Background: an optimization exercise with open tools, aiming at small area and few clock cycles. Do not read the settings as production practice.
In this exercise RTL edits were held to simulation tests only and were not proved equivalent to the original.
Power is estimated from default activity; no workload was simulated. The flow treats the clock pin as an ideal source, which a real chip does not have.

==> flow/config.mk <==
export PLATFORM = sky130hd
export DESIGN_NAME = mono_raster
export DESIGN_NICKNAME = mono_raster
export VERILOG_FILES = /design/flow/design.v
export SDC_FILE = /design/flow/constraint.sdc
export NUM_CORES = 4
export LEC_CHECK = 0
export CAP_MARGIN = 20
export CORE_MARGIN = 2
export CORE_UTILIZATION = 40
export SLEW_MARGIN = 20
export SYNTH_HIERARCHICAL = 1
==> flow/flow/run.sh <==
#!/bin/bash
# The standard ORFS flow, with two changes: clock tree synthesis inserts no
# dummy loads, and the port buffers are the smallest buffer cell.
set -euo pipefail
bash standard.sh \
  "CTS_ARGS=-sink_clustering_enable -repair_clock_nets -dont_use_dummy_load -sink_clustering_size 35 -sink_clustering_max_diameter 90 -buf_list sky130_fd_sc_hd__clkbuf_16" \
  "BUFFER_PORTS_ARGS=-buffer_cell sky130_fd_sc_hd__buf_1" \
  finish > flow.log 2>&1
==> flow/constraint.sdc <==
create_clock -name core_clock -period 22.0 [get_ports {clk}]
set_input_delay 4.4000 -clock core_clock [delete_from_list [all_inputs] [get_ports {clk}]]
set_output_delay 4.4000 -clock core_clock [all_outputs]
set_load 0.01 [all_outputs]
==> flow/standard.sh <==
#!/bin/bash
# synth_recipe.tcl (not shown) runs the flow's synth.tcl, then flattens the netlist and writes it again
# the make line also repeats each setting of config.mk as NAME=value (left out here)
make -C /OpenROAD-flow-scripts/flow DESIGN_CONFIG=/design/flow/config.mk WORK_HOME=/design/flow/orfs CLKGATE_MAP_FILE= SYNTH_SCRIPT=/design/flow/synth_recipe.tcl "${@:-finish}"
==> flow/design.v <==
module mono_raster (
    input             clk,
    input             rst,
    input             start,
    input             cfg_dither,
    input      [15:0] cfg_width,
    input      [15:0] cfg_height,
    output            idle,
    output            err,
    input             pix_valid,
    input      [31:0] pix_data,
    output            pix_ready,
    output            out_valid,
    output     [7:0]  out_data,
    output            out_last,
    input             out_ready
);
    localparam MAXW = 384;
    localparam FD   = 2;         
    localparam S_IDLE  = 2'd0;
    localparam S_PIX   = 2'd2;
    localparam S_DRAIN = 2'd3;
    reg  [1:0]  state;
    reg         err_r;
    reg         mode_d;
    reg  [8:0]  wm1;         
    reg  [15:0] rows;        
    reg         first_row;
    reg  [2:0]  hdr_cnt;     
    reg  [8:0]  slot;        
    reg  [8:0]  col;         
    reg  [7:0]  acc;
    reg         ov;
    reg  [7:0]  od;
    reg         ol;
    reg  [6:0]         seg0 [0:7];
    reg  [6:0]         seg1 [0:7];
    reg  [6:0]         seg2 [0:15];
    reg  [6:0]         seg3 [0:31];
    reg  [6:0]         seg4 [0:63];
    reg  [6:0]         seg5 [0:127];
    reg  [6:0]         seg6 [0:127];
    reg  [5:0]         ccode;               
    wire out_free = !ov || out_ready;
    wire hdr_done = hdr_cnt[2];
    assign idle      = (state == S_IDLE);
    assign err       = err_r;
    assign out_valid = ov;
    assign out_data  = od;
    assign out_last  = ol;
    wire cfg_bad = (cfg_width == 16'd0) || (cfg_width > MAXW) || (cfg_height == 16'd0);
    wire [8:0] lm1 = {wm1[8:3], 3'b111};
    wire [5:0] bw = wm1[8:3] + 6'd1;
    reg  [7:0] hdr_byte;
    always @(*) begin
        case (hdr_cnt[1:0])
            2'd0: hdr_byte = {2'b00, bw};
            2'd1: hdr_byte = 8'd0;
            2'd2: hdr_byte = rows[7:0];
            default: hdr_byte = rows[15:8];
        endcase
    end
    wire [7:0] in_val;
    mr_conv u_conv (.px(pix_data), .md(mode_d), .q(in_val));
    reg  [7:0] fifo [0:FD-1];
    reg        f_wp, f_rp;
    reg  [1:0] f_cnt;
    wire       f_empty = (f_cnt == 2'd0);
    wire [7:0] luma    = fifo[f_rp];
    wire last_col  = (slot == wm1);
    wire last_slot = (slot == lm1);
    wire last_row  = (rows == 16'd1);
    wire byte_done = (slot[2:0] == 3'd7) || last_col;
    wire [6:0] o0 = seg0[7];
    wire [6:0] o1 = wm1[3] ? seg1[7] : o0;
    wire [6:0] o2 = wm1[4] ? seg2[15] : o1;
    wire [6:0] o3 = wm1[5] ? seg3[31] : o2;
    wire [6:0] o4 = wm1[6] ? seg4[63] : o3;
    wire [6:0] o5 = (wm1[7] || wm1[8]) ? seg5[127] : o4;
    wire [6:0] tapv = wm1[8] ? seg6[127] : o5;
    wire [6:0] code_l = (slot == 9'd0) ? 7'd0 : seg0[0];
    wire [6:0] code_a = first_row ? 7'd0 : tapv;
    wire [5:0] code_c = (first_row || slot == 9'd0) ? 6'd0 : ccode;
    wire [8:0] u;
    mr_vsum u_vsum (.luma(luma), .L(code_l), .A(code_a), .C(code_c), .u(u));
    wire       white = u[8];                        
    wire       neg = !u[7];
    wire       inc = !(u[8] ^ u[7]);
    wire [6:0] mx  = u[6:0] ^ {7{neg}};
    wire [6:0] mag;
    wire [7:0] mc;
    assign mc[0] = inc;
    genvar gi;
    generate
        for (gi = 0; gi < 7; gi = gi + 1) begin : inc_
            assign mag[gi]  = mx[gi] ^ mc[gi];
            assign mc[gi+1] = mx[gi] & mc[gi];
        end
    endgenerate
    wire       g0  = mag[2] ? mag[1] : (mag[1] & mag[0]);
    wire [6:0] code_new = {neg, {mag[6:3], mag[2], g0} ^ {6{neg}}};
    wire       bit_v   = mode_d ? !white : !luma[2];
    wire [7:0] acc_new = acc | ({7'd0, bit_v} << (3'd7 - slot[2:0]));
    wire pix_fire = (state == S_PIX) && !f_empty && (slot == col) && (!byte_done || (hdr_done && out_free));
    assign pix_ready = (state == S_PIX) && (f_cnt != FD);
    wire in_fire = pix_valid && pix_ready;
    integer k;
    always @(posedge clk) begin
        seg0[0] <= pix_fire ? code_new : tapv;
        seg1[0] <= o0;
        seg2[0] <= o1;
        seg3[0] <= o2;
        seg4[0] <= o3;
        seg5[0] <= o4;
        seg6[0] <= o5;
        for (k = 1; k < 8; k = k + 1) begin
            seg0[k] <= seg0[k-1];
            seg1[k] <= seg1[k-1];
        end
        for (k = 1; k < 16; k = k + 1)
            seg2[k] <= seg2[k-1];
        for (k = 1; k < 32; k = k + 1)
            seg3[k] <= seg3[k-1];
        for (k = 1; k < 64; k = k + 1)
            seg4[k] <= seg4[k-1];
        for (k = 1; k < 128; k = k + 1) begin
            seg5[k] <= seg5[k-1];
            seg6[k] <= seg6[k-1];
        end
        if (pix_fire) begin
            ccode <= tapv[6:1];
        end
        if (in_fire)
            fifo[f_wp] <= in_val;
    end
    always @(posedge clk) begin
        if (state == S_IDLE) begin
            f_wp  <= 1'b0;
            f_rp  <= 1'b0;
            f_cnt <= 2'd0;
        end else begin
            if (in_fire)
                f_wp <= !f_wp;
            if (pix_fire)
                f_rp <= !f_rp;
            f_cnt <= f_cnt + in_fire - pix_fire;
        end
    end
    always @(posedge clk) begin
        if (rst) begin
            state     <= S_IDLE;
            err_r     <= 1'b0;
            ov        <= 1'b0;
        end else begin
            if (out_ready)
                ov <= 1'b0;
            case (state)
                S_IDLE: begin
                    if (start) begin
                        if (cfg_bad) begin
                            err_r <= 1'b1;
                        end else begin
                            err_r     <= 1'b0;
                            mode_d    <= cfg_dither;
                            wm1       <= cfg_width[8:0] - 9'd1;
                            rows      <= cfg_height;
                            first_row <= 1'b1;
                            hdr_cnt   <= 3'd0;
                            slot      <= 9'd0;
                            col       <= 9'd0;
                            acc       <= 8'd0;
                            state     <= S_PIX;
                        end
                    end
                end
                S_PIX: begin
                    if (!(first_row && col == 9'd0 && !pix_fire))
                        slot <= last_slot ? 9'd0 : slot + 9'd1;
                    if (!hdr_done && out_free) begin
                        ov      <= 1'b1;
                        od      <= hdr_byte;
                        ol      <= 1'b0;
                        hdr_cnt <= hdr_cnt + 3'd1;
                    end
                    if (pix_fire) begin
                        if (byte_done) begin
                            ov  <= 1'b1;
                            od  <= acc_new;
                            ol  <= last_col && last_row;
                            acc <= 8'd0;
                        end else begin
                            acc <= acc_new;
                        end
                        if (last_col) begin
                            col       <= 9'd0;
                            rows      <= rows - 16'd1;
                            first_row <= 1'b0;
                            if (last_row)
                                state <= S_DRAIN;
                        end else begin
                            col <= col + 9'd1;
                        end
                    end
                end
                default: begin  
                    if (out_free)
                        state <= S_IDLE;
                end
            endcase
        end
    end
endmodule
module mr_conv (input [31:0] px, input md, output [7:0] q);
    wire tr = (px[31:24] == 8'd0);
    wire [7:0] r = px[23:16];
    wire [7:0] g = px[15:8];
    wire [7:0] b = px[7:0];
    wire ntie = !((!px[1] & !px[8] & px[9] & px[10]) | (!px[8] & !px[9] & px[10] & !px[11]) | (!px[8] & px[9] & px[10] & !px[21]) | (px[1] & !px[8] & !px[9] & !px[10] & !px[21]) | (px[1] & px[8] & px[11] & px[21]) | (px[1] & px[10] & !px[11] & !px[21]));
    wire c1, c2;
    mr_fa fc1 (.a(r[0]), .b((!md & g[0])), .c(!md), .s(c1), .co(c2));
    wire c3, c4;
    mr_fa fc3 (.a(r[1]), .b(r[0]), .c(g[0]), .s(c3), .co(c4));
    wire c5, c6;
    mr_fa fc5 (.a((!md & g[1])), .b((!md & b[0])), .c(!md), .s(c5), .co(c6));
    wire c7, c8;
    mr_fa fc7 (.a(r[2]), .b(r[1]), .c(g[1]), .s(c7), .co(c8));
    wire c9, c10;
    mr_fa fc9 (.a((md ? g[0] : g[2])), .b((!md & b[1])), .c(!md), .s(c9), .co(c10));
    wire c11, c12;
    mr_fa fc11 (.a(r[3]), .b(r[2]), .c(r[0]), .s(c11), .co(c12));
    wire c13, c14;
    mr_fa fc13 (.a(g[2]), .b((md ? g[1] : g[3])), .c((!md & g[0])), .s(c13), .co(c14));
    wire c15 = (!md & b[2]) ^ !md;
    wire c16 = (!md & b[2]) & !md;
    wire c17, c18;
    mr_fa fc17 (.a(r[4]), .b(r[3]), .c(r[1]), .s(c17), .co(c18));
    wire c19, c20;
    mr_fa fc19 (.a(g[3]), .b(b[0]), .c((md ? g[2] : g[4])), .s(c19), .co(c20));
    wire c21, c22;
    mr_fa fc21 (.a((!md & g[1])), .b((!md & b[3])), .c(!md), .s(c21), .co(c22));
    wire c23, c24;
    mr_fa fc23 (.a(r[5]), .b(r[4]), .c(r[2]), .s(c23), .co(c24));
    wire c25, c26;
    mr_fa fc25 (.a(g[4]), .b(b[1]), .c(b[0]), .s(c25), .co(c26));
    wire c27, c28;
    mr_fa fc27 (.a((!md & r[0])), .b((md ? g[3] : g[5])), .c((!md & g[2])), .s(c27), .co(c28));
    wire c29 = (!md & b[4]) ^ !md;
    wire c30 = (!md & b[4]) & !md;
    wire c31, c32;
    mr_fa fc31 (.a(r[6]), .b(r[5]), .c(r[3]), .s(c31), .co(c32));
    wire c33, c34;
    mr_fa fc33 (.a(g[5]), .b(g[0]), .c(b[2]), .s(c33), .co(c34));
    wire c35, c36;
    mr_fa fc35 (.a(b[1]), .b((!md & r[1])), .c((md ? g[4] : g[6])), .s(c35), .co(c36));
    wire c37, c38;
    mr_fa fc37 (.a((!md & g[3])), .b((!md & b[5])), .c((!md & b[0])), .s(c37), .co(c38));
    wire c39, c40;
    mr_fa fc39 (.a(r[7]), .b(r[6]), .c(r[4]), .s(c39), .co(c40));
    wire c41, c42;
    mr_fa fc41 (.a(g[6]), .b(g[1]), .c(b[3]), .s(c41), .co(c42));
    wire c43, c44;
    mr_fa fc43 (.a(b[2]), .b((md ? r[0] : r[2])), .c((md ? g[5] : g[7])), .s(c43), .co(c44));
    wire c45, c46;
    mr_fa fc45 (.a((!md & g[4])), .b((!md & b[6])), .c((!md & b[1])), .s(c45), .co(c46));
    wire c47, c48;
    mr_fa fc47 (.a(r[7]), .b(r[5]), .c(g[7]), .s(c47), .co(c48));
    wire c49, c50;
    mr_fa fc49 (.a(g[2]), .b(b[4]), .c(b[3]), .s(c49), .co(c50));
    wire c51, c52;
    mr_fa fc51 (.a((md ? r[1] : r[3])), .b((!md & r[0])), .c((md & g[6])), .s(c51), .co(c52));
    wire c53, c54;
    mr_fa fc53 (.a((!md & g[5])), .b((md ? b[0] : b[7])), .c((!md & b[2])), .s(c53), .co(c54));
    wire c55, c56;
    mr_fa fc55 (.a(r[6]), .b(g[3]), .c(g[0]), .s(c55), .co(c56));
    wire c57, c58;
    mr_fa fc57 (.a(b[5]), .b(b[4]), .c((md ? r[2] : r[4])), .s(c57), .co(c58));
    wire c59, c60;
    mr_fa fc59 (.a((!md & r[1])), .b((md & g[7])), .c((!md & g[6])), .s(c59), .co(c60));
    wire c61, c62;
    mr_fa fc61 (.a((md & b[1])), .b((!md & b[3])), .c(!md), .s(c61), .co(c62));
    wire c63, c64;
    mr_fa fc63 (.a(r[7]), .b(g[4]), .c(g[1]), .s(c63), .co(c64));
    wire c65, c66;
    mr_fa fc65 (.a(b[6]), .b(b[5]), .c((md ? r[3] : r[5])), .s(c65), .co(c66));
    wire c67, c68;
    mr_fa fc67 (.a((md ? r[0] : r[2])), .b((md ? g[0] : g[7])), .c((md & b[2])), .s(c67), .co(c68));
    wire c69, c70;
    mr_fa fc69 (.a(g[5]), .b(g[2]), .c(b[7]), .s(c69), .co(c70));
    wire c71, c72;
    mr_fa fc71 (.a(b[6]), .b((md ? r[4] : r[6])), .c((md ? r[1] : r[3])), .s(c71), .co(c72));
    wire c73, c74;
    mr_fa fc73 (.a((md & g[1])), .b((md & b[3])), .c((md ? b[1] : b[5])), .s(c73), .co(c74));
    wire c75 = (md & r[0]) ^ (md & b[0]);
    wire c76 = (md & r[0]) & (md & b[0]);
    wire c77, c78;
    mr_fa fc77 (.a(g[6]), .b(g[3]), .c(b[7]), .s(c77), .co(c78));
    wire c79, c80;
    mr_fa fc79 (.a((md ? r[5] : r[7])), .b((md ? r[2] : r[4])), .c((md & g[2])), .s(c79), .co(c80));
    wire c81, c82;
    mr_fa fc81 (.a((md & b[4])), .b((md ? b[2] : b[6])), .c((md & r[1])), .s(c81), .co(c82));
    wire c83, c84;
    mr_fa fc83 (.a((md & g[0])), .b((md & b[1])), .c((md & b[0])), .s(c83), .co(c84));
    wire c85, c86;
    mr_fa fc85 (.a(g[7]), .b(g[4]), .c((md & r[6])), .s(c85), .co(c86));
    wire c87, c88;
    mr_fa fc87 (.a((md ? r[3] : r[5])), .b((md & g[3])), .c((md & b[5])), .s(c87), .co(c88));
    wire c89, c90;
    mr_fa fc89 (.a((md ? b[3] : b[7])), .b((md & r[2])), .c((md & g[1])), .s(c89), .co(c90));
    wire c91, c92;
    mr_fa fc91 (.a((md & b[2])), .b((md & b[1])), .c(!md), .s(c91), .co(c92));
    wire c93, c94;
    mr_fa fc93 (.a(g[5]), .b((md & r[7])), .c((md ? r[4] : r[6])), .s(c93), .co(c94));
    wire c95, c96;
    mr_fa fc95 (.a((md & g[4])), .b((md & b[6])), .c((md & b[4])), .s(c95), .co(c96));
    wire c97, c98;
    mr_fa fc97 (.a((md & r[3])), .b((md & r[0])), .c((md & g[2])), .s(c97), .co(c98));
    wire c99, c100;
    mr_fa fc99 (.a((md & b[3])), .b((md & b[2])), .c(!md), .s(c99), .co(c100));
    wire c101, c102;
    mr_fa fc101 (.a(g[6]), .b((md ? r[5] : r[7])), .c((md & g[5])), .s(c101), .co(c102));
    wire c103, c104;
    mr_fa fc103 (.a((md & b[7])), .b((md & b[5])), .c((md & r[4])), .s(c103), .co(c104));
    wire c105, c106;
    mr_fa fc105 (.a((md & r[1])), .b((md & g[3])), .c((md & g[0])), .s(c105), .co(c106));
    wire c107, c108;
    mr_fa fc107 (.a((md & b[4])), .b((md & b[3])), .c(!md), .s(c107), .co(c108));
    wire c109, c110;
    mr_fa fc109 (.a(g[7]), .b((md & r[6])), .c((md & g[6])), .s(c109), .co(c110));
    wire c111, c112;
    mr_fa fc111 (.a((md & b[6])), .b((md & r[5])), .c((md & r[2])), .s(c111), .co(c112));
    wire c113, c114;
    mr_fa fc113 (.a((md & g[4])), .b((md & g[1])), .c((md & b[5])), .s(c113), .co(c114));
    wire c115, c116;
    mr_fa fc115 (.a((md & r[7])), .b((md & g[7])), .c((md & b[7])), .s(c115), .co(c116));
    wire c117, c118;
    mr_fa fc117 (.a((md & r[6])), .b((md & r[3])), .c((md & g[5])), .s(c117), .co(c118));
    wire c119, c120;
    mr_fa fc119 (.a((md & g[2])), .b((md & b[6])), .c((md & b[5])), .s(c119), .co(c120));
    wire c121, c122;
    mr_fa fc121 (.a((md & r[7])), .b((md & r[4])), .c((md & g[6])), .s(c121), .co(c122));
    wire c123, c124;
    mr_fa fc123 (.a((md & g[3])), .b((md & b[7])), .c((md & b[6])), .s(c123), .co(c124));
    wire c125, c126;
    mr_fa fc125 (.a((md & r[5])), .b((md & g[7])), .c((md & g[4])), .s(c125), .co(c126));
    wire c127, c128;
    mr_fa fc127 (.a(c2), .b(c3), .c(c5), .s(c127), .co(c128));
    wire c129, c130;
    mr_fa fc129 (.a(c4), .b(c6), .c(c7), .s(c129), .co(c130));
    wire c131, c132;
    mr_fa fc131 (.a(c8), .b(c10), .c(c11), .s(c131), .co(c132));
    wire c133 = c13 ^ c15;
    wire c134 = c13 & c15;
    wire c135, c136;
    mr_fa fc135 (.a(c12), .b(c14), .c(c16), .s(c135), .co(c136));
    wire c137, c138;
    mr_fa fc137 (.a(c17), .b(c19), .c(c21), .s(c137), .co(c138));
    wire c139, c140;
    mr_fa fc139 (.a(c18), .b(c20), .c(c22), .s(c139), .co(c140));
    wire c141, c142;
    mr_fa fc141 (.a(c23), .b(c25), .c(c27), .s(c141), .co(c142));
    wire c143, c144;
    mr_fa fc143 (.a(c24), .b(c26), .c(c28), .s(c143), .co(c144));
    wire c145, c146;
    mr_fa fc145 (.a(c30), .b(c31), .c(c33), .s(c145), .co(c146));
    wire c147 = c35 ^ c37;
    wire c148 = c35 & c37;
    wire c149, c150;
    mr_fa fc149 (.a(c32), .b(c34), .c(c36), .s(c149), .co(c150));
    wire c151, c152;
    mr_fa fc151 (.a(c38), .b(c39), .c(c41), .s(c151), .co(c152));
    wire c153, c154;
    mr_fa fc153 (.a(c43), .b(c45), .c(!md), .s(c153), .co(c154));
    wire c155, c156;
    mr_fa fc155 (.a(c40), .b(c42), .c(c44), .s(c155), .co(c156));
    wire c157, c158;
    mr_fa fc157 (.a(c46), .b(c47), .c(c49), .s(c157), .co(c158));
    wire c159 = c51 ^ c53;
    wire c160 = c51 & c53;
    wire c161, c162;
    mr_fa fc161 (.a(c48), .b(c50), .c(c52), .s(c161), .co(c162));
    wire c163, c164;
    mr_fa fc163 (.a(c54), .b(c55), .c(c57), .s(c163), .co(c164));
    wire c165 = c59 ^ c61;
    wire c166 = c59 & c61;
    wire c167, c168;
    mr_fa fc167 (.a(c56), .b(c58), .c(c60), .s(c167), .co(c168));
    wire c169, c170;
    mr_fa fc169 (.a(c62), .b(c63), .c(c65), .s(c169), .co(c170));
    wire c171 = c67 ^ (md ? b[0] : b[4]);
    wire c172 = c67 & (md ? b[0] : b[4]);
    wire c173, c174;
    mr_fa fc173 (.a(c64), .b(c66), .c(c68), .s(c173), .co(c174));
    wire c175, c176;
    mr_fa fc175 (.a(c69), .b(c71), .c(c73), .s(c175), .co(c176));
    wire c177, c178;
    mr_fa fc177 (.a(c70), .b(c72), .c(c74), .s(c177), .co(c178));
    wire c179, c180;
    mr_fa fc179 (.a(c76), .b(c77), .c(c79), .s(c179), .co(c180));
    wire c181, c182;
    mr_fa fc181 (.a(c81), .b(c83), .c(!md), .s(c181), .co(c182));
    wire c183, c184;
    mr_fa fc183 (.a(c78), .b(c80), .c(c82), .s(c183), .co(c184));
    wire c185, c186;
    mr_fa fc185 (.a(c84), .b(c85), .c(c87), .s(c185), .co(c186));
    wire c187 = c89 ^ c91;
    wire c188 = c89 & c91;
    wire c189, c190;
    mr_fa fc189 (.a(c86), .b(c88), .c(c90), .s(c189), .co(c190));
    wire c191, c192;
    mr_fa fc191 (.a(c92), .b(c93), .c(c95), .s(c191), .co(c192));
    wire c193 = c97 ^ c99;
    wire c194 = c97 & c99;
    wire c195, c196;
    mr_fa fc195 (.a(c94), .b(c96), .c(c98), .s(c195), .co(c196));
    wire c197, c198;
    mr_fa fc197 (.a(c100), .b(c101), .c(c103), .s(c197), .co(c198));
    wire c199 = c105 ^ c107;
    wire c200 = c105 & c107;
    wire c201, c202;
    mr_fa fc201 (.a(c102), .b(c104), .c(c106), .s(c201), .co(c202));
    wire c203, c204;
    mr_fa fc203 (.a(c108), .b(c109), .c(c111), .s(c203), .co(c204));
    wire c205 = c113 ^ (md & b[4]);
    wire c206 = c113 & (md & b[4]);
    wire c207, c208;
    mr_fa fc207 (.a(c110), .b(c112), .c(c114), .s(c207), .co(c208));
    wire c209, c210;
    mr_fa fc209 (.a(c115), .b(c117), .c(c119), .s(c209), .co(c210));
    wire c211, c212;
    mr_fa fc211 (.a(c116), .b(c118), .c(c120), .s(c211), .co(c212));
    wire c213 = c121 ^ c123;
    wire c214 = c121 & c123;
    wire c215, c216;
    mr_fa fc215 (.a(c122), .b(c124), .c(c125), .s(c215), .co(c216));
    wire c217, c218;
    mr_fa fc217 (.a(c126), .b((md & r[6])), .c((md & g[5])), .s(c217), .co(c218));
    wire c219, c220;
    mr_fa fc219 (.a(c128), .b(c129), .c(c9), .s(c219), .co(c220));
    wire c221, c222;
    mr_fa fc221 (.a(c130), .b(c131), .c(c133), .s(c221), .co(c222));
    wire c223, c224;
    mr_fa fc223 (.a(c132), .b(c134), .c(c135), .s(c223), .co(c224));
    wire c225, c226;
    mr_fa fc225 (.a(c136), .b(c138), .c(c139), .s(c225), .co(c226));
    wire c227 = c141 ^ c29;
    wire c228 = c141 & c29;
    wire c229, c230;
    mr_fa fc229 (.a(c140), .b(c142), .c(c143), .s(c229), .co(c230));
    wire c231 = c145 ^ c147;
    wire c232 = c145 & c147;
    wire c233, c234;
    mr_fa fc233 (.a(c144), .b(c146), .c(c148), .s(c233), .co(c234));
    wire c235, c236;
    mr_fa fc235 (.a(c149), .b(c151), .c(c153), .s(c235), .co(c236));
    wire c237, c238;
    mr_fa fc237 (.a(c150), .b(c152), .c(c154), .s(c237), .co(c238));
    wire c239, c240;
    mr_fa fc239 (.a(c155), .b(c157), .c(c159), .s(c239), .co(c240));
    wire c241, c242;
    mr_fa fc241 (.a(c156), .b(c158), .c(c160), .s(c241), .co(c242));
    wire c243, c244;
    mr_fa fc243 (.a(c161), .b(c163), .c(c165), .s(c243), .co(c244));
    wire c245, c246;
    mr_fa fc245 (.a(c162), .b(c164), .c(c166), .s(c245), .co(c246));
    wire c247, c248;
    mr_fa fc247 (.a(c167), .b(c169), .c(c171), .s(c247), .co(c248));
    wire c249, c250;
    mr_fa fc249 (.a(c168), .b(c170), .c(c172), .s(c249), .co(c250));
    wire c251, c252;
    mr_fa fc251 (.a(c173), .b(c175), .c(c75), .s(c251), .co(c252));
    wire c253, c254;
    mr_fa fc253 (.a(c174), .b(c176), .c(c177), .s(c253), .co(c254));
    wire c255 = c179 ^ c181;
    wire c256 = c179 & c181;
    wire c257, c258;
    mr_fa fc257 (.a(c178), .b(c180), .c(c182), .s(c257), .co(c258));
    wire c259, c260;
    mr_fa fc259 (.a(c183), .b(c185), .c(c187), .s(c259), .co(c260));
    wire c261, c262;
    mr_fa fc261 (.a(c184), .b(c186), .c(c188), .s(c261), .co(c262));
    wire c263, c264;
    mr_fa fc263 (.a(c189), .b(c191), .c(c193), .s(c263), .co(c264));
    wire c265, c266;
    mr_fa fc265 (.a(c190), .b(c192), .c(c194), .s(c265), .co(c266));
    wire c267, c268;
    mr_fa fc267 (.a(c195), .b(c197), .c(c199), .s(c267), .co(c268));
    wire c269, c270;
    mr_fa fc269 (.a(c196), .b(c198), .c(c200), .s(c269), .co(c270));
    wire c271, c272;
    mr_fa fc271 (.a(c201), .b(c203), .c(c205), .s(c271), .co(c272));
    wire c273, c274;
    mr_fa fc273 (.a(c202), .b(c204), .c(c206), .s(c273), .co(c274));
    wire c275 = c207 ^ c209;
    wire c276 = c207 & c209;
    wire c277, c278;
    mr_fa fc277 (.a(c208), .b(c210), .c(c211), .s(c277), .co(c278));
    wire c279, c280;
    mr_fa fc279 (.a(c212), .b(c214), .c(c215), .s(c279), .co(c280));
    wire c281, c282;
    mr_fa fc281 (.a(c218), .b((md & r[7])), .c((md & g[6])), .s(c281), .co(c282));
    wire c283, c284;
    mr_fa fc283 (.a(c222), .b(c223), .c(c137), .s(c283), .co(c284));
    wire c285, c286;
    mr_fa fc285 (.a(c224), .b(c225), .c(c227), .s(c285), .co(c286));
    wire c287, c288;
    mr_fa fc287 (.a(c226), .b(c228), .c(c229), .s(c287), .co(c288));
    wire c289, c290;
    mr_fa fc289 (.a(c230), .b(c232), .c(c233), .s(c289), .co(c290));
    wire c291, c292;
    mr_fa fc291 (.a(c234), .b(c236), .c(c237), .s(c291), .co(c292));
    wire c293, c294;
    mr_fa fc293 (.a(c238), .b(c240), .c(c241), .s(c293), .co(c294));
    wire c295, c296;
    mr_fa fc295 (.a(c242), .b(c244), .c(c245), .s(c295), .co(c296));
    wire c297, c298;
    mr_fa fc297 (.a(c246), .b(c248), .c(c249), .s(c297), .co(c298));
    wire c299, c300;
    mr_fa fc299 (.a(c250), .b(c252), .c(c253), .s(c299), .co(c300));
    wire c301, c302;
    mr_fa fc301 (.a(c254), .b(c256), .c(c257), .s(c301), .co(c302));
    wire c303, c304;
    mr_fa fc303 (.a(c258), .b(c260), .c(c261), .s(c303), .co(c304));
    wire c305, c306;
    mr_fa fc305 (.a(c262), .b(c264), .c(c265), .s(c305), .co(c306));
    wire c307, c308;
    mr_fa fc307 (.a(c266), .b(c268), .c(c269), .s(c307), .co(c308));
    wire c309, c310;
    mr_fa fc309 (.a(c270), .b(c272), .c(c273), .s(c309), .co(c310));
    wire c311, c312;
    mr_fa fc311 (.a(c274), .b(c276), .c(c277), .s(c311), .co(c312));
    wire c313, c314;
    mr_fa fc313 (.a(c278), .b(c279), .c((md & b[7])), .s(c313), .co(c314));
    wire c315, c316;
    mr_fa fc315 (.a(c280), .b(c216), .c(c217), .s(c315), .co(c316));
    wire c317, c318;
    mr_fa fc317 (.a(c286), .b(c287), .c(c231), .s(c317), .co(c318));
    wire c319, c320;
    mr_fa fc319 (.a(c288), .b(c289), .c(c235), .s(c319), .co(c320));
    wire c321, c322;
    mr_fa fc321 (.a(c290), .b(c291), .c(c239), .s(c321), .co(c322));
    wire c323, c324;
    mr_fa fc323 (.a(c292), .b(c293), .c(c243), .s(c323), .co(c324));
    wire c325, c326;
    mr_fa fc325 (.a(c294), .b(c295), .c(c247), .s(c325), .co(c326));
    wire c327, c328;
    mr_fa fc327 (.a(c296), .b(c297), .c(c251), .s(c327), .co(c328));
    wire c329, c330;
    mr_fa fc329 (.a(c298), .b(c299), .c(c255), .s(c329), .co(c330));
    wire c331, c332;
    mr_fa fc331 (.a(c300), .b(c301), .c(c259), .s(c331), .co(c332));
    wire c333, c334;
    mr_fa fc333 (.a(c302), .b(c303), .c(c263), .s(c333), .co(c334));
    wire c335, c336;
    mr_fa fc335 (.a(c304), .b(c305), .c(c267), .s(c335), .co(c336));
    wire c337, c338;
    mr_fa fc337 (.a(c306), .b(c307), .c(c271), .s(c337), .co(c338));
    wire c339, c340;
    mr_fa fc339 (.a(c308), .b(c309), .c(c275), .s(c339), .co(c340));
    wire c341, c342;
    mr_fa fc341 (.a(c310), .b(c311), .c(c213), .s(c341), .co(c342));
    wire c343, c344;
    mr_fa fc343 (.a(c342), .b(c312), .c(c313), .s(c343), .co(c344));
    wire c345, c346;
    mr_fa fc345 (.a(c344), .b(c314), .c(c315), .s(c345), .co(c346));
    wire c347, c348;
    mr_fa fc347 (.a(c346), .b(c316), .c(c281), .s(c347), .co(c348));
    wire c349, c350;
    mr_fa fc349 (.a(c348), .b(c282), .c((md & g[7])), .s(c349), .co(c350));
    wire c351 = (c1 & (!md & ntie)) | (1'b0 & (c1 ^ (!md & ntie)));
    wire c352 = (c127 & 1'b0) | (c351 & (c127 ^ 1'b0));
    wire c353 = (c219 & 1'b0) | (c352 & (c219 ^ 1'b0));
    wire c354 = (c220 & c221) | (c220 & c353) | (c221 & c353);
    wire c355 = (c283 & 1'b0) | (c354 & (c283 ^ 1'b0));
    wire c356 = (c284 & c285) | (c284 & c355) | (c285 & c355);
    wire c357 = (c317 & 1'b0) | (c356 & (c317 ^ 1'b0));
    wire c358 = (c318 & c319) | (c318 & c357) | (c319 & c357);
    wire c359 = (c320 & c321) | (c320 & c358) | (c321 & c358);
    wire c360 = (c322 & c323) | (c322 & c359) | (c323 & c359);
    wire c361 = (c324 & c325) | (c324 & c360) | (c325 & c360);
    wire c362 = (c326 & c327) | (c326 & c361) | (c327 & c361);
    wire c363 = (c328 & c329) | (c328 & c362) | (c329 & c362);
    wire c364 = (c330 & c331) | (c330 & c363) | (c331 & c363);
    wire c365 = (c332 & c333) | (c332 & c364) | (c333 & c364);
    wire c366 = (c334 & c335) | (c334 & c365) | (c335 & c365);
    wire c367, c368;
    mr_fa fc367 (.a(c336), .b(c337), .c(c366), .s(c367), .co(c368));
    wire c369, c370;
    mr_fa fc369 (.a(c338), .b(c339), .c(c368), .s(c369), .co(c370));
    wire c371, c372;
    mr_fa fc371 (.a(c340), .b(c341), .c(c370), .s(c371), .co(c372));
    wire c373 = c343 ^ 1'b0 ^ c372;
    wire c374 = (c343 & 1'b0) | (c372 & (c343 ^ 1'b0));
    wire c375 = c345 ^ 1'b0 ^ c374;
    wire c376 = (c345 & 1'b0) | (c374 & (c345 ^ 1'b0));
    wire c377 = c347 ^ 1'b0 ^ c376;
    wire c378 = (c347 & 1'b0) | (c376 & (c347 ^ 1'b0));
    wire c379 = c349 ^ 1'b0 ^ c378;
    wire c380 = (c349 & 1'b0) | (c378 & (c349 ^ 1'b0));
    wire c381 = c350 ^ 1'b0 ^ c380;
    wire c382 = (c350 & 1'b0) | (c380 & (c350 ^ 1'b0));
    assign q = {c381, c379, c377, c375, c373, c371, c369, c367} | {8{tr}};
endmodule
module mr_vsum (input [7:0] luma, input [6:0] L, input [6:0] A, input [5:0] C, output [8:0] u);
    wire v1, v2;
    mr_fa fv1 (.a(luma[0]), .b(L[1]), .c(L[2]), .s(v1), .co(v2));
    wire v3, v4;
    mr_fa fv3 (.a(L[0]), .b(!L[6]), .c(A[1]), .s(v3), .co(v4));
    wire v5, v6;
    mr_fa fv5 (.a(A[2]), .b(A[0]), .c(!A[6]), .s(v5), .co(v6));
    wire v7 = C[0] ^ !C[5] ^ 1'b1;
    wire v8 = (C[0] & !C[5]) | (C[0] & 1'b1) | (!C[5] & 1'b1);
    wire v9, v10;
    mr_fa fv9 (.a(luma[1]), .b(L[2]), .c(L[3]), .s(v9), .co(v10));
    wire v11, v12;
    mr_fa fv11 (.a(!L[6]), .b(A[2]), .c(A[3]), .s(v11), .co(v12));
    wire v13, v14;
    mr_fa fv13 (.a(!A[6]), .b(C[1]), .c(!C[5]), .s(v13), .co(v14));
    wire v15, v16;
    mr_fa fv15 (.a(luma[2]), .b(L[3]), .c(L[4]), .s(v15), .co(v16));
    wire v17, v18;
    mr_fa fv17 (.a(!L[6]), .b(A[3]), .c(A[4]), .s(v17), .co(v18));
    wire v19, v20;
    mr_fa fv19 (.a(!A[6]), .b(C[2]), .c(!C[5]), .s(v19), .co(v20));
    wire v21, v22;
    mr_fa fv21 (.a(luma[3]), .b(L[4]), .c(L[5]), .s(v21), .co(v22));
    wire v23, v24;
    mr_fa fv23 (.a(!L[6]), .b(A[4]), .c(A[5]), .s(v23), .co(v24));
    wire v25, v26;
    mr_fa fv25 (.a(!A[6]), .b(C[3]), .c(!C[5]), .s(v25), .co(v26));
    wire v27, v28;
    mr_fa fv27 (.a(luma[4]), .b(L[5]), .c(A[5]), .s(v27), .co(v28));
    wire v29 = C[4] ^ !C[5];
    wire v30 = C[4] & !C[5];
    wire v31, v32;
    mr_fa fv31 (.a(luma[5]), .b(!L[6]), .c(!A[6]), .s(v31), .co(v32));
    wire v33, v34;
    mr_fa fv33 (.a(v1), .b(v3), .c(v5), .s(v33), .co(v34));
    wire v35, v36;
    mr_fa fv35 (.a(v2), .b(v4), .c(v6), .s(v35), .co(v36));
    wire v37, v38;
    mr_fa fv37 (.a(v8), .b(v9), .c(v11), .s(v37), .co(v38));
    wire v39 = v13 ^ 1'b1;
    wire v40 = v13 & 1'b1;
    wire v41, v42;
    mr_fa fv41 (.a(v10), .b(v12), .c(v14), .s(v41), .co(v42));
    wire v43, v44;
    mr_fa fv43 (.a(v15), .b(v17), .c(v19), .s(v43), .co(v44));
    wire v45, v46;
    mr_fa fv45 (.a(v16), .b(v18), .c(v20), .s(v45), .co(v46));
    wire v47, v48;
    mr_fa fv47 (.a(v21), .b(v23), .c(v25), .s(v47), .co(v48));
    wire v49, v50;
    mr_fa fv49 (.a(v22), .b(v24), .c(v26), .s(v49), .co(v50));
    wire v51 = v27 ^ v29;
    wire v52 = v27 & v29;
    wire v53, v54;
    mr_fa fv53 (.a(v28), .b(v30), .c(v31), .s(v53), .co(v54));
    wire v55, v56;
    mr_fa fv55 (.a(v34), .b(v35), .c(v37), .s(v55), .co(v56));
    wire v57, v58;
    mr_fa fv57 (.a(v36), .b(v38), .c(v40), .s(v57), .co(v58));
    wire v59 = v41 ^ v43;
    wire v60 = v41 & v43;
    wire v61, v62;
    mr_fa fv61 (.a(v42), .b(v44), .c(v45), .s(v61), .co(v62));
    wire v63, v64;
    mr_fa fv63 (.a(v46), .b(v48), .c(v49), .s(v63), .co(v64));
    wire v65, v66;
    mr_fa fv65 (.a(v50), .b(v52), .c(v53), .s(v65), .co(v66));
    wire v67, v68;
    mr_fa fv67 (.a(v54), .b(v32), .c(luma[6]), .s(v67), .co(v68));
    wire v69, v70;
    mr_fa fv69 (.a(v56), .b(v57), .c(v59), .s(v69), .co(v70));
    wire v71, v72;
    mr_fa fv71 (.a(v58), .b(v60), .c(v61), .s(v71), .co(v72));
    wire v73, v74;
    mr_fa fv73 (.a(v62), .b(v63), .c(v51), .s(v73), .co(v74));
    wire v75, v76;
    mr_fa fv75 (.a(v70), .b(v71), .c(v47), .s(v75), .co(v76));
    wire v77, v78;
    mr_fa fv77 (.a(v74), .b(v64), .c(v65), .s(v77), .co(v78));
    wire v79, v80;
    mr_fa fv79 (.a(v76), .b(v72), .c(v73), .s(v79), .co(v80));
    wire v81, v82;
    mr_fa fv81 (.a(v78), .b(v66), .c(v67), .s(v81), .co(v82));
    wire v83, v84;
    mr_fa fv83 (.a(v82), .b(v68), .c(luma[7]), .s(v83), .co(v84));
    wire v85 = v33 ^ v7 ^ 1'b0;
    wire v86 = (v33 & v7) | (1'b0 & (v33 ^ v7));
    wire v87, v88;
    mr_fa fv87 (.a(v55), .b(v39), .c(v86), .s(v87), .co(v88));
    wire v89 = v69 ^ 1'b0 ^ v88;
    wire v90 = (v69 & 1'b0) | (v88 & (v69 ^ 1'b0));
    wire v91 = v75 ^ 1'b0 ^ v90;
    wire v92 = (v75 & 1'b0) | (v90 & (v75 ^ 1'b0));
    wire v93 = v79 ^ 1'b0 ^ v92;
    wire v94 = (v79 & 1'b0) | (v92 & (v79 ^ 1'b0));
    wire v95, v96;
    mr_fa fv95 (.a(v80), .b(v77), .c(v94), .s(v95), .co(v96));
    wire v97 = v81 ^ 1'b0 ^ v96;
    wire v98 = (v81 & 1'b0) | (v96 & (v81 ^ 1'b0));
    wire v99 = v83 ^ 1'b0 ^ v98;
    wire v100 = (v83 & 1'b0) | (v98 & (v83 ^ 1'b0));
    wire v101 = v84 ^ 1'b0 ^ v100;
    wire v102 = (v84 & 1'b0) | (v100 & (v84 ^ 1'b0));
    assign u = {v101, v99, v97, v95, v93, v91, v89, v87, v85};
endmodule
module mr_fa (input a, input b, input c, output s, output co);
    assign s  = a ^ b ^ c;
    assign co = (a & b) | (a & c) | (b & c);
endmodule
==> results.cfg, run 1 <==
[outcome]
status = finished clean

[clock_tree]
cts_buffer_depth = 3
clock_latency_ps = 750
cts.root.buffer_cell = clkbuf_16
hold_buffers = 0
clkSinkCount = 2784
cts_setup_buffers = 0
post_cts_resized = 0
clkSlewWorstSetupHoldPaths_ps = 110
cts_tree = built
htree_levels = 3
numCtsBuffers = 95

[routing]
vias = 23700
drt_pass1_iterations = 5
vias_per_cell = 3.95
totalWireLength_microns = 88000
drc = 0
dr.first_iter.drc_count = 1407
wl_per_cell_microns = 14.7
final_antenna_net_count = 0

[worst_setup_path]
end_kind = register
crit_arrival_ps = 11280
cp_max_fo = 7
startpoint_type = input pin
path_class = in -> reg
worstPathRequired_ps = 22400

[floorplanning]
die_height_microns = 408
initial_core_util_pct = 40.2
dieArea_sq_mm = 0.166
rows = 148
die_w_microns = 408
coreArea_sq_mm = 0.162
io_pins = 83

[layout]
syn_to_final_growth_pct = 8.13
post_layout_nonfiller_instances = 6000
stdcell_area_sq_mm = 0.0705
final_core_util_pct = 43.4
nets = 4144
drive_gt1_share_pct = 3.92

[logic_synthesis]
synth_warnings = 14
synth_adder_area_share_pct = 7.11
synth_most_common_cell = dfxtp_1
synth_top_family_by_area = adder cells
netlist_top_cells_area = dfxtp_1 (83%), fa_1 (6.1%), edfxtp_1 (4.0%), ha_1 (0.94%), xnor2_1 (0.52%)
synth-compound-area-share_pct = 1.50
avgSynthCellArea_sq_um = 17.7
synth-seq-cells = 2784
synthSimpleGateAreaFrac_pct = 2.47
synthFlopType = dfxtp_1
synth_mux_area_share_pct = 0.551
yosysTopAreaCellShare_pct = 82.8
synth_cell_types = 66
synth.net_count = 3997
synth_xor_area_share_pct = 0.954
synth-edff-count = 87
ys_async_sr_fraction_pct = 0
yosys-top-cells-count = dfxtp_1 (2697), fa_1 (200), edfxtp_1 (87), nor2_1 (66), nand2_1 (63)
synth_area_sq_mm = 0.0652
yosysSeqAreaShare_pct = 86.8
synth_top_area_cell = dfxtp_1
synthCells = 3678

[global_route]
use_met2_pct = 14.3
grt_util_met3_pct = 2.31
grt_most_used_layer = met1
grt_max_degree = 44
grtUsageMet1_pct = 17.2
grt_pass1_wl_microns = 139000
first_global_vias = 24000
grt.total_usage_pct = 10.7
grt-ovfl-total = 0
antenna_found_initial = 5

[power_and_ir_drop]
ir_worst_vdd_v = 0.0000673
cellLeakagePower_nw = 27.9
powerDensity_mw_per_mm2 = 107

[timing]
hold_viol_final = 0
tightestPinTransition_ps = 1110
rsz0062_at_grt = false
fin_skew_ps = 110
post-route-min-period_ps = 10880
fin_tns_setup_ps = 0
fmax_mhz = 91.9
setup_violations = 0
drv_slew = 0
hold_ws_ps = 252
period_share_pct = 49.5
slew-limit-headroom_pct = 26.3

[placed_design]
hpwl_microns = 56900
post_dp_cell_area_sq_mm = 0.0681
dp.cells = 5903
gp_congestion = 0.779
port_buffers = 82

[flow_run]
drv_cap = 0

[worst_hold_path]
min_path_type = reg -> reg
## stage by stage
stage                     setup slack (ps)  total power (W)
final                                11120          0.00757
after global routing                 10780          0.00791
after CTS                            10970          0.00769
after detailed placement             10200          0.00560
after global placement               10220          0.00560
after floorplan                      11500          0.00547
## cells in the final DEF (no fill, tap or decap), drive strengths merged, types with 4 or more instances in the layout
cell	n
o21ai	23
nand4	7
nand2b	21
ha	49
a31oi	6
nor4	16
inv	46
o211ai	11
a221oi	17
edfxtp	87
fa	200
xor2	32
buf	96
nor3	14
nor2	66
a22oi	9
mux2i	19
a21oi	34
nand3	16
or3	4
a21o	12
and3	8
mux2	15
dfxtp	2697
xnor2	39
nand2	63
or2	11
and2	41
o21a	7
clkbuf	95
nor2b	23
## worst paths after layout
check | startpoint | endpoint | slack (ps) | depth (start not counted)
setup / recovery | pix_data[1] | fifo[0][6] | 11120 | 20
hold / removal | seg5[8][0] | seg5[9][0] | 250 | 0
setup reg to reg | wm1[3] | seg0[0][4] | 13090 | 25
hold reg to reg | seg5[8][0] | seg5[9][0] | 250 | 0
## final cells by class
type / count / area (sq um)
tap: 2175 / 2720
clock buffer: 95 / 2380
multi-input combinational: 801 / 8220
sequential: 2784 / 56600
fill: 14300 / 91900
timing repair buffer: 96 / 413
antenna: 2 / 5.00
inverter: 47 / 176
## layer usage
metal	routed length, microns	share of wire [%]
met1	48900	56
met2	33300	38
met3	4060	4.6
met4	1430	1.6
met5	309	0.35
## critical path: stages
cell and delay, ps:
buf_1 430, and2_1 420, or2_2 190, fa_1 420, fa_1 490, fa_1 460
fa_1 490, fa_1 550, a222oi_1 530, and3_1 270, nor4_1 60, a221o_1 390
fa_1 400, fa_1 390, fa_1 380, ha_1 190, ha_1 190, ha_1 190
ha_1 280, nand2b_1 160
## cells by family after synthesis
logic type / count (synthesis)
AO/OA/AOI/OAI: 140
XOR/XNOR: 71
adder cells (fa/ha/maj): 251
buffers and inverters: 93
flip-flops: 2784
multiplexers: 34
AND/OR/NAND/NOR: 305
## Yosys stat by module (local to each module, per instance)
module	flops+latches	cells
mono_raster	2784	3315
mr_conv	0	136
mr_fa	0	1
mr_vsum	0	27
## report_power, final
group | internal [W] | switching, W | total [W] | leakage (nW)
Clock | 0.000782 | 0.00132 | 0.00210 | 1.17
Sequential | 0.00509 | 0.000000861 | 0.00509 | 22.9
Combinational | 0.000176 | 0.000210 | 0.000386 | 3.78
## registers in the layout, summed over array words and instances, names as in the netlist, 9 cells and up, named ones only
| signal | flops |
|---|---|
| seg3 | 224 |
| fifo | 16 |
| seg4 | 448 |
| seg0 | 56 |
| seg5 | 896 |
| seg6 | 896 |
| rows | 16 |
| col | 9 |
| wm1 | 9 |
| seg2 | 112 |
| slot | 9 |
| seg1 | 56 |
Testbench counts, summed over its fixed seeds: cycles 267,576.
==> inputs of run 2 (changes only) <==
==> flow/flow/run.sh (replaced) <==
#!/bin/bash
# The standard ORFS flow, with two changes: clock tree synthesis inserts no
# dummy loads, and the port buffers are the smallest buffer cell.
set -euo pipefail
bash standard.sh \
  "CTS_ARGS=-sink_clustering_enable -repair_clock_nets -dont_use_dummy_load -sink_clustering_size 22 -sink_clustering_max_diameter 60 -buf_list sky130_fd_sc_hd__clkbuf_8" \
  "BUFFER_PORTS_ARGS=-buffer_cell sky130_fd_sc_hd__buf_1" \
  finish > flow.log 2>&1
==> run 2 against run 1 <==
Against the previous run: total power is 1.6% lower; synthesized cell count stayed put; cell area is 0.28% lower.
==> results.cfg, run 2 <==
[outcome]
status = finished clean

[power_and_ir_drop]
ir_worst_vdd_v = 0.0000617
total_power_w = 0.00745
cellLeakagePower_nw = 27.8
powerDensity_mw_per_mm2 = 106

[layout]
nFillCells = 14400
final_common_cell = dfxtp_1
reg_top3 = seg5 x896, seg6 x896, seg4 x448
layout_common_cells = dfxtp_1 (2697), fa_1 (200), clkbuf_8 (158)
regArea_sq_mm = 0.0566
multi_input_area_sq_mm = 0.00822
syn_to_final_growth_pct = 7.83
stdcell_area_sq_mm = 0.0703
drive_gt1_share_pct = 5.48
nets = 4207

[logic_synthesis]
synth_cell_types = 66
yosysSeqAreaShare_pct = 86.8
synth_top_area_cell = dfxtp_1
yosysTopAreaCellShare_pct = 82.8
yosys-top-cells-count = dfxtp_1 (2697), fa_1 (200), edfxtp_1 (87), nor2_1 (66), nand2_1 (63)
synth-edff-count = 87
synthCells = 3678
synth_area_sq_mm = 0.0652
synth.net_count = 3997
synth_most_common_cell = dfxtp_1
avgSynthCellArea_sq_um = 17.7
netlist_top_cells_area = dfxtp_1 (83%), fa_1 (6.1%), edfxtp_1 (4.0%), ha_1 (0.94%), xnor2_1 (0.52%)
ys_async_sr_fraction_pct = 0
synth-seq-cells = 2784
synthFlopType = dfxtp_1
synth_warnings = 14

[floorplanning]
dieArea_sq_mm = 0.166
io_pins = 83
coreArea_sq_mm = 0.162
die_w_microns = 408
rows = 148
initial_core_util_pct = 40.2
die_height_microns = 408

[timing]
rsz0062_at_grt = false
slew-limit-headroom_pct = 33.2
fin_skew_ps = 168
hold_viol_final = 0
period_share_pct = 48.6
setup_violations = 0
fmax_mhz = 93.5
drv_slew = 0
tightestPinTransition_ps = 1000
post-route-min-period_ps = 10690
fin_tns_setup_ps = 0

[placed_design]
port_buffers = 82
gp_congestion = 0.779
post_dp_cell_area_sq_mm = 0.0681
hpwl_microns = 56900

[routing]
final_antenna_net_count = 0
vias_per_cell = 3.98
drc = 0
dr.first_iter.drc_count = 1349
totalWireLength_microns = 89000
wl_per_cell_microns = 14.7
drt_pass1_iterations = 5
vias = 24100

[flow_run]
drv_cap = 0

[clock_tree]
cts_setup_buffers = 0
clkSinkCount = 2784
htree_levels = 4
hold_buffers = 0
numCtsBuffers = 158
cts_buffer_depth = 3
clock_latency_ps = 890
clkSlewWorstSetupHoldPaths_ps = 120
cts_tree = built
cts.root.buffer_cell = clkbuf_8
post_cts_resized = 0

[worst_setup_path]
path_class = in -> reg
worst-path-buf-inv = 1
critPathMaxStageDelay_ps = 550
cp_top_family = adder cells
cp_common_cell = fa_1
cp_max_fo = 7
cp_slowest_cell = fa_1
worstPathRequired_ps = 22580
critical_path.cell_chain = buf_1 -> and2_1 -> or2_2 -> fa_1 -> fa_1 -> fa_1 -> fa_1 -> fa_1 -> a222oi_1 -> and3_1 -> nor4_1 -> a221o_1 -> fa_1 -> fa_1 -> fa_1 -> ha_1 -> ha_1 -> ha_1 -> ha_1 -> xnor2_1 -> nand2_1
startpoint_type = input pin
end_kind = register
crit_arrival_ps = 11270

[global_route]
grt.total_usage_pct = 11.0
grt-ovfl-total = 0
grt_max_degree = 44
antenna_found_initial = 8
grt_pass1_wl_microns = 142000
first_global_vias = 24700

[worst_hold_path]
min_path_type = reg -> reg
[run 2: layout make-up]
| type | count | area share [%] |
|---|---|---|
| multi-input combinational | 801 | 11.7 |
| inverter | 47 | 0.251 |
| tap | 2175 | 3.87 |
| sequential | 2784 | 80.5 |
| timing repair buffer | 96 | 0.587 |
| clock buffer | 158 | 3.09 |
| antenna | 3 | 0.0107 |
[run 2: path summary, 6_finish.rpt]
check              startpoint  cells past startpoint  slack [ps]           to
hold / removal    seg4[56][1]                      0         140  seg4[57][1]
hold reg to reg   seg4[56][1]                      0         140  seg4[57][1]
setup reg to reg       wm1[3]                     25       13180   seg0[0][5]
setup / recovery  pix_data[1]                     21       11310   fifo[0][7]
[run 2: logic make-up after synthesis]
| family | after synthesis | synth area share (%) |
|---|---|---|
| flip-flops | 2784 | 86.8 |
| AND/OR/NAND/NOR | 305 | 2.47 |
| adder cells (fa/ha/maj) | 251 | 7.11 |
| AO/OA/AOI/OAI | 140 | 1.50 |
| buffers and inverters | 93 | 0.606 |
| XOR/XNOR | 71 | 0.954 |
| multiplexers | 34 | 0.551 |
[run 2: power by group]
| group | internal [W] | switching [W] |
|---|---|---|
| Clock | 0.000649 | 0.00133 |
| Combinational | 0.000176 | 0.000210 |
| Sequential | 0.00509 | 0.000000856 |
[run 2: Yosys stat by module (local to each module, per instance)]
| module | flops+latches | cells inside |
|---|---|---|
| mono_raster | 2784 | 3315 |
| mr_conv | 0 | 136 |
| mr_fa | 0 | 1 |
| mr_vsum | 0 | 27 |
[run 2: per-stage QoR]
| stage | hold WS [ps] | instances | worst slack (ps) | utilization [%] |
|---|---|---|---|---|
| floorplan | 310 | 3678 | 11500 | - |
| CTS | 146 | 6061 | 11210 | 43.3 |
| finish | 142 | 6064 | 11310 | 43.3 |
| global placement | 310 | 5903 | 10220 | 42.0 |
| global route | 137 | 6063 | 10990 | 43.3 |
| detailed placement | 312 | 5903 | 10200 | 42.0 |
[run 2: routing by layer]
layer  vias up  wire [microns]  GRT usage, %
met2       367           33200          14.3
met1     11600           48800          17.2
li1      11900               -             -
met5         -              11             0
met4         2            2230          3.83
met3       169            4730          2.87
==> inputs of run 3 (changes only) <==
--- a/flow/design.v
+++ b/flow/design.v
@@ -29,7 +29,6 @@
     reg  [2:0]  hdr_cnt;     
     reg  [8:0]  slot;        
     reg  [8:0]  col;         
-    reg  [7:0]  acc;
     reg         ov;
     reg  [7:0]  od;
     reg         ol;
@@ -43,10 +42,11 @@
     reg  [5:0]         ccode;               
     wire out_free = !ov || out_ready;
     wire hdr_done = hdr_cnt[2];
+    wire hdr_pend = (state == S_PIX) && !hdr_done;
     assign idle      = (state == S_IDLE);
     assign err       = err_r;
-    assign out_valid = ov;
-    assign out_data  = od;
+    assign out_valid = ov || hdr_pend;
+    assign out_data  = hdr_pend ? hdr_byte : od;
     assign out_last  = ol;
     wire cfg_bad = (cfg_width == 16'd0) || (cfg_width > MAXW) || (cfg_height == 16'd0);
     wire [8:0] lm1 = {wm1[8:3], 3'b111};
@@ -100,8 +100,8 @@
     wire       g0  = mag[2] ? mag[1] : (mag[1] & mag[0]);
     wire [6:0] code_new = {neg, {mag[6:3], mag[2], g0} ^ {6{neg}}};
     wire       bit_v   = mode_d ? !white : !luma[2];
-    wire [7:0] acc_new = acc | ({7'd0, bit_v} << (3'd7 - slot[2:0]));
-    wire pix_fire = (state == S_PIX) && !f_empty && (slot == col) && (!byte_done || (hdr_done && out_free));
+    wire [7:0] od_new = ((slot[2:0] == 3'd0) ? 8'd0 : od) | ({7'd0, bit_v} << (3'd7 - slot[2:0]));
+    wire pix_fire = (state == S_PIX) && !f_empty && (slot == col) && out_free && (!byte_done || hdr_done);
     assign pix_ready = (state == S_PIX) && (f_cnt != FD);
     wire in_fire = pix_valid && pix_ready;
     integer k;
@@ -166,9 +166,9 @@
                             rows      <= cfg_height;
                             first_row <= 1'b1;
                             hdr_cnt   <= 3'd0;
+                            ol        <= 1'b0;
                             slot      <= 9'd0;
                             col       <= 9'd0;
-                            acc       <= 8'd0;
                             state     <= S_PIX;
                         end
                     end
@@ -176,20 +176,13 @@
                 S_PIX: begin
                     if (!(first_row && col == 9'd0 && !pix_fire))
                         slot <= last_slot ? 9'd0 : slot + 9'd1;
-                    if (!hdr_done && out_free) begin
-                        ov      <= 1'b1;
-                        od      <= hdr_byte;
-                        ol      <= 1'b0;
+                    if (hdr_pend && out_ready)
                         hdr_cnt <= hdr_cnt + 3'd1;
-                    end
                     if (pix_fire) begin
+                        od <= od_new;
                         if (byte_done) begin
-                            ov  <= 1'b1;
-                            od  <= acc_new;
-                            ol  <= last_col && last_row;
-                            acc <= 8'd0;
-                        end else begin
-                            acc <= acc_new;
+                            ov <= 1'b1;
+                            ol <= last_col && last_row;
                         end
                         if (last_col) begin
                             col       <= 9'd0;
==> run 3 against run 2 <==
Against the previous run: combinational power about the same; wire length down 0.98%; area after synthesis is 0.39% lower; maximum frequency grew 0.74%; non-clock buffer count fell by 1; register-to-register slack lost 200 ps; critical path depth stayed put; synthesized cell count is 0.14% lower; still clean on timing, DRC and antenna; global-route usage barely moved; final cell count is 0.46% lower.
==> results.cfg, run 3 <==
[outcome]
status = finished clean

[floorplanning]
rows = 147
die_w_microns = 407
die_height_microns = 407
dieArea_sq_mm = 0.166
io_pins = 83
initial_core_util_pct = 40.4
coreArea_sq_mm = 0.161

[worst_setup_path]
r2r_start = wm1[3]
crit_arrival_ps = 11170
path_class = in -> reg
r2r_slack_ps = 12980
worstPathRequired_ps = 22550
end_kind = register
cp_max_fo = 7
r2r-end = seg0[0][4]
startpoint_type = input pin
reg2reg_depth = 24

[logic_synthesis]
synth_most_common_cell = dfxtp_1
yosys-top-cells-count = dfxtp_1 (2697), fa_1 (200), edfxtp_1 (79), nand2_1 (74), nor2_1 (64)
netlist_top_cells_area = dfxtp_1 (83%), fa_1 (6.2%), edfxtp_1 (3.7%), ha_1 (0.94%), xnor2_1 (0.50%)
synth-edff-count = 79
synthFlopType = dfxtp_1
synth_top_area_cell = dfxtp_1
ys_async_sr_fraction_pct = 0
synth-seq-cells = 2776
synth.net_count = 3992
synth_cell_types = 66
synth_area_sq_mm = 0.0650
yosysTopAreaCellShare_pct = 83.1
yosysSeqAreaShare_pct = 86.8
avgSynthCellArea_sq_um = 17.7
synthCells = 3673
synth_warnings = 14

[global_route]
grt.total_usage_pct = 10.9
grt_pass1_wl_microns = 139000
first_global_vias = 24300
antenna_found_initial = 4
grt_max_degree = 44
grt-ovfl-total = 0

[clock_tree]
clock_latency_ps = 870
clkSlewWorstSetupHoldPaths_ps = 120
post_cts_resized = 0
cts_setup_buffers = 0
clkSinkCount = 2776
cts_tree = built
htree_levels = 4
numCtsBuffers = 153
cts.root.buffer_cell = clkbuf_8
cts_buffer_depth = 3
hold_buffers = 0

[layout]
regArea_sq_mm = 0.0564
final_common_cell = dfxtp_1
nFillCells = 14100
layout_common_cells = dfxtp_1 (2697), fa_1 (200), clkbuf_8 (153)
multi_input_area_sq_mm = 0.00816
drive_gt1_share_pct = 5.22
final_core_util_pct = 43.4
syn_to_final_growth_pct = 7.65
nets = 4194
post_layout_nonfiller_instances = 6036
reg_top3 = seg5 x896, seg6 x896, seg4 x448

[worst_hold_path]
min-delay-start = seg4[8][5]
min_to = seg4[9][5]
min_path_type = reg -> reg
whs_path_depth = 0

[power_and_ir_drop]
ir_worst_vdd_v = 0.0000516
cellLeakagePower_nw = 27.8
p_sw_w = 0.00152
power.share.switching_pct = 20.5
comb_power_share_pct = 5.2
internal_power_w = 0.00588
powerDensity_mw_per_mm2 = 106
power_frac_seq_pct = 68.6
clockPowerShare_pct = 26.2

[routing]
wl_met1_microns = 48600
dr.first_iter.drc_count = 1303
final_antenna_net_count = 0
wl_per_cell_microns = 14.6
wl_met2_microns = 34100
vias_per_cell = 3.99
drc = 0
top_layer_used = met4
totalWireLength_microns = 88100
drt_pass1_iterations = 5
wl_met3_microns = 3460
vias = 24100

[timing]
drv_slew = 0
rsz0062_at_grt = false
layout_setup_ws_ps = 11390
period_share_pct = 48.2
tightestPinTransition_ps = 1070
post-route-min-period_ps = 10610
fin_tns_setup_ps = 0
setup_violations = 0
hold_viol_final = 0
slew-limit-headroom_pct = 27.6
fmax_mhz = 94.2
fin_skew_ps = 103

[placed_design]
port_buffers = 82
gp_congestion = 0.777
dp.cells = 5880
hpwl_microns = 57100
pre_cts_ws_ps = 10420

[flow_run]
drv_cap = 0
-- run 3: changes by cell type after synthesis, moves of 6 or more --
cell      before  now
mux2i_1       19    8
edfxtp_1      87   79
nand2b_1      21   27
o21ai_0       23   32
nand2_1       63   74
and2_1        41   35
-- run 3: cell type report --
cell class | count | area share, %
clock buffers | 153 | 3.01
well taps | 2160 | 3.87
repair buffers | 95 | 0.580
inverters | 49 | 0.263
multi-input cells | 800 | 11.7
flip-flops and latches | 2776 | 80.6
diodes | 3 | 0.0107
-- run 3: cells by family after synthesis --
| logic type | Yosys count | synth area share [%] |
|---|---|---|
| flops | 2776 | 86.8 |
| simple gates | 307 | 2.49 |
| fa+ha+maj | 251 | 7.14 |
| compound gates | 146 | 1.53 |
| buf+inv | 97 | 0.678 |
| xor+xnor | 72 | 0.982 |
| mux | 24 | 0.401 |
-- run 3: worst max-delay path: stages --
cell and delay (ps):
buf_1 430, and2_1 420, or2_2 190, fa_1 420
fa_1 500, fa_1 440, fa_1 510, fa_1 540
a222oi_1 440, and3_1 250, nor4_1 50, a221o_1 380
fa_1 400, fa_1 390, fa_1 380, ha_1 190
ha_1 190, ha_1 200, ha_1 200, xnor2_1 150
nand2_1 90
-- run 3: per-stage QoR --
stage / hold slack, ps / power (W) / area, sq um
detailed placement: 312 / 0.00558 / 67800
global placement: 310 / 0.00559 / 67800
floorplan: 310 / 0.00545 / 65000
finish: 242 / 0.00740 / 69900
CTS: 240 / 0.00752 / 69900
global route: 238 / 0.00774 / 69900
-- run 3: modules after synthesis, one instance, submodules excluded --
| module | cell area [sq um] | times used | flops+latches |
|---|---|---|---|
| mr_fa | 20.0 | 200 | 0 |
| mr_conv | 952 | 1 | 0 |
| mr_vsum | 228 | 1 | 0 |
| mono_raster | 59800 | 1 | 2776 |
-- run 3: worst max path at each step --
stage,start,to,depth (start not counted)
detailed placement,pix_data[1],fifo[0][7],21
global placement,pix_data[17],fifo[0][7],21
floorplan,pix_data[1],fifo[0][6],19
global route,pix_data[1],fifo[1][7],21
CTS,pix_data[1],fifo[1][7],21
finish,pix_data[1],fifo[1][7],21
-- run 3: power groups by stage --
stage                     logic, W  registers, W  clock network [W]
after CTS                 0.000397       0.00507            0.00205
after global routing      0.000442       0.00507            0.00222
after global placement    0.000403       0.00519                  0
final                     0.000384       0.00507            0.00194
after floorplan           0.000265       0.00518                  0
after detailed placement  0.000397       0.00519                  0
-- run 3: metal layers --
| metal | vias to the layer above | GRT usage [%] |
|---|---|---|
| li1 | 11900 | - |
| met1 | 11700 | 17.1 |
| met2 | 327 | 14.8 |
| met3 | 145 | 2.48 |
| met4 | 0 | 3.43 |
| met5 | - | 0 |
Testbench counts of run 3, summed over its fixed seeds: cycles 267,576.
==> inputs of run 4 (changes only) <==
==> flow/flow/run.sh (replaced) <==
#!/bin/bash
# The standard ORFS flow, with two changes: clock tree synthesis inserts no
# dummy loads, and the port buffers are the smallest buffer cell.
set -euo pipefail
bash standard.sh \
  "CTS_ARGS=-sink_clustering_enable -repair_clock_nets -dont_use_dummy_load -sink_clustering_size 12 -sink_clustering_max_diameter 40 -buf_list sky130_fd_sc_hd__clkbuf_4" \
  "BUFFER_PORTS_ARGS=-buffer_cell sky130_fd_sc_hd__buf_1" \
  finish > flow.log 2>&1
==> run 4 against run 3 <==
Against the previous run: sequential cell count did not move; cell area rose by 0.29%; largest power group unchanged; worst setup slack improved by 380 ps; clock-buffer cell count rose by 153; die area did not move; critical path type unchanged; register-to-register slack barely moved; still clean; sequential power barely moved; sequential share of layout area fell by 0.23 points; via count rose by 3.9%; first-iteration DRC count fell by 6.1%; utilization rose by 0.13 points.
==> results.cfg, run 4 <==
[outcome]
status = finished clean

[logic_synthesis]
ys_async_sr_fraction_pct = 0
synthCells = 3673
synth_warnings = 14
synth_top_area_cell = dfxtp_1
netlist_top_cells_area = dfxtp_1 (83%), fa_1 (6.2%), edfxtp_1 (3.7%), ha_1 (0.94%), xnor2_1 (0.50%)
synth.net_count = 3992
synth_most_common_cell = dfxtp_1
synth-seq-cells = 2776
synth_area_sq_mm = 0.0650
yosysTopAreaCellShare_pct = 83.1
yosys-top-cells-count = dfxtp_1 (2697), fa_1 (200), edfxtp_1 (79), nand2_1 (74), nor2_1 (64)
synthFlopType = dfxtp_1
avgSynthCellArea_sq_um = 17.7
yosysSeqAreaShare_pct = 86.8
synth_cell_types = 66
synth-edff-count = 79

[clock_tree]
cts.root.buffer_cell = clkbuf_4
post_cts_resized = 0
numCtsBuffers = 306
clkSinkCount = 2776
htree_levels = 5
clock_latency_ps = 1240
cts_tree = built
cts_buffer_depth = 4
cts_setup_buffers = 0
hold_buffers = 0
clkSlewWorstSetupHoldPaths_ps = 110

[worst_setup_path]
r2r_start = wm1[3]
startpoint_type = input pin
startpoint = pix_data[17]
worstPathRequired_ps = 22910
cp_max_fo = 5
crit_arrival_ps = 11140
path_class = in -> reg
r2r_slack_ps = 12990
reg2reg_depth = 25
end_kind = register
r2r-end = seg0[0][4]

[global_route]
first_global_vias = 25800
grt-ovfl-total = 0
grt.total_usage_pct = 11.3
grt_pass1_wl_microns = 144000
antenna_found_initial = 7
grt_max_degree = 44

[power_and_ir_drop]
cellLeakagePower_nw = 28.1
internal_power_w = 0.00589
p_sw_w = 0.00157
powerDensity_mw_per_mm2 = 106
power.share.switching_pct = 21.0
clockPowerShare_pct = 26.9
ir_worst_vdd_v = 0.0000601
comb_power_share_pct = 5.1
power_frac_seq_pct = 68.0

[routing]
drc = 0
totalWireLength_microns = 89600
final_antenna_net_count = 0
vias = 25000
drt_pass1_iterations = 5
dr.first_iter.drc_count = 1223
wl_per_cell_microns = 14.5
vias_per_cell = 4.04

[timing]
fmax_mhz = 97.7
layout_setup_ws_ps = 11770
setup_violations = 0
tightestPinTransition_ps = 1080
post-route-min-period_ps = 10230
period_share_pct = 46.5
fin_skew_ps = 102
drv_slew = 0
slew-limit-headroom_pct = 26.8
hold_viol_final = 0
rsz0062_at_grt = false
fin_tns_setup_ps = 0

[flow_run]
drv_cap = 0

[placed_design]
gp_congestion = 0.777
pre_cts_ws_ps = 10420
port_buffers = 82
hpwl_microns = 57100
post_dp_cell_area_sq_mm = 0.0678

[layout]
final_core_util_pct = 43.6
nets = 4347
final_common_cell = dfxtp_1
multi_input_area_sq_mm = 0.00816
nFillCells = 14300
syn_to_final_growth_pct = 7.97
reg_top3 = seg5 x896, seg6 x896, seg4 x448
drive_gt1_share_pct = 8.82
regArea_sq_mm = 0.0564
layout_common_cells = dfxtp_1 (2697), clkbuf_4 (306), fa_1 (200)
stdcell_area_sq_mm = 0.0701

[worst_hold_path]
min-delay-start = seg5[12][2]
whs_path_depth = 0
min_path_type = reg -> reg
min_to = seg5[13][2]

[floorplanning]
rows = 147
io_pins = 83
initial_core_util_pct = 40.4
dieArea_sq_mm = 0.166
die_height_microns = 407
coreArea_sq_mm = 0.161
die_w_microns = 407
## run 4: cell counts after synthesis
Identical to the previous run, type by type.
## run 4: worst max-delay path by stage
stage                             to  slack, ps  depth (start not counted)
after floorplan           fifo[0][6]      11500                         19
after global placement    fifo[0][7]      10410                         21
after detailed placement  fifo[0][7]      10420                         21
after CTS                 fifo[1][7]      11800                         21
after global routing      fifo[1][7]      11520                         21
final                     fifo[1][7]      11770                         21
## run 4: routing by layer
metal / global-route usage, % / routed length, microns / up-vias
li1: - / - / 12300
met1: 17.1 / 47800 / 12000
met2: 15.1 / 35200 / 498
met3: 3.06 / 4560 / 178
met4: 4.29 / 2060 / 0
met5: 0 / 0 / -
## run 4: through the flow
| step | power (W) | hold slack, ps | instances |
|---|---|---|---|
| floorplan | 0.00545 | 310 | 3673 |
| global placement | 0.00559 | 310 | 5880 |
| detailed placement | 0.00558 | 312 | 5880 |
| CTS | 0.00760 | 220 | 6186 |
| global route | 0.00785 | 231 | 6190 |
| finish | 0.00746 | 246 | 6194 |
## run 4: area by class of cell
type / instances / area share [%]
sequential: 2776 / 80.4
multi-input combinational: 800 / 11.6
tap: 2160 / 3.85
clock buffer: 306 / 3.28
timing repair buffer: 95 / 0.578
inverter: 49 / 0.262
antenna: 8 / 0.0285
## run 4: worst max-delay path, stage by stage
cell and delay (ps):
buf_1 390, and2_1 350, a21o_1 210, fa_1 470, fa_1 530, fa_1 440
fa_1 510, fa_1 540, a222oi_1 440, and3_1 250, nor4_1 50, a221o_1 380
fa_1 400, fa_1 390, fa_1 380, ha_1 190, ha_1 190, ha_1 200
ha_1 200, xnor2_1 150, nand2_1 90
## run 4: kinds of logic (layout without fill, tap and decap cells)
family,after synthesis,count (layout),synth area share [%]
compound gates,146,146,1.53
mux,24,24,0.401
flops,2776,2776,86.8
fa+ha+maj,251,251,7.14
buf+inv,97,450,0.678
simple gates,307,307,2.49
xor+xnor,72,72,0.982
other cells,0,8,0
## run 4: power by group through the flow
stage	registers (W)	clock network, W	logic [W]
final	0.00507	0.00200	0.000384
after CTS	0.00507	0.00213	0.000397
after global placement	0.00519	0	0.000403
after detailed placement	0.00519	0	0.000397
after floorplan	0.00518	0	0.000265
after global routing	0.00507	0.00234	0.000442
## run 4: Yosys stat by module, one instance, submodules excluded
| module | copies in the design | flip-flops and latches |
|---|---|---|
| mr_conv | 1 | 0 |
| mono_raster | 1 | 2776 |
| mr_fa | 200 | 0 |
| mr_vsum | 1 | 0 |

Setup slack of run 4, layout unchanged: 11.769 ns with ideal ports, 11.810 ns with driving cells assumed (clock clkbuf_16, inputs buf_2), 10.539 ns with port delays also shifted by the 1.272 ns mid clock arrival.
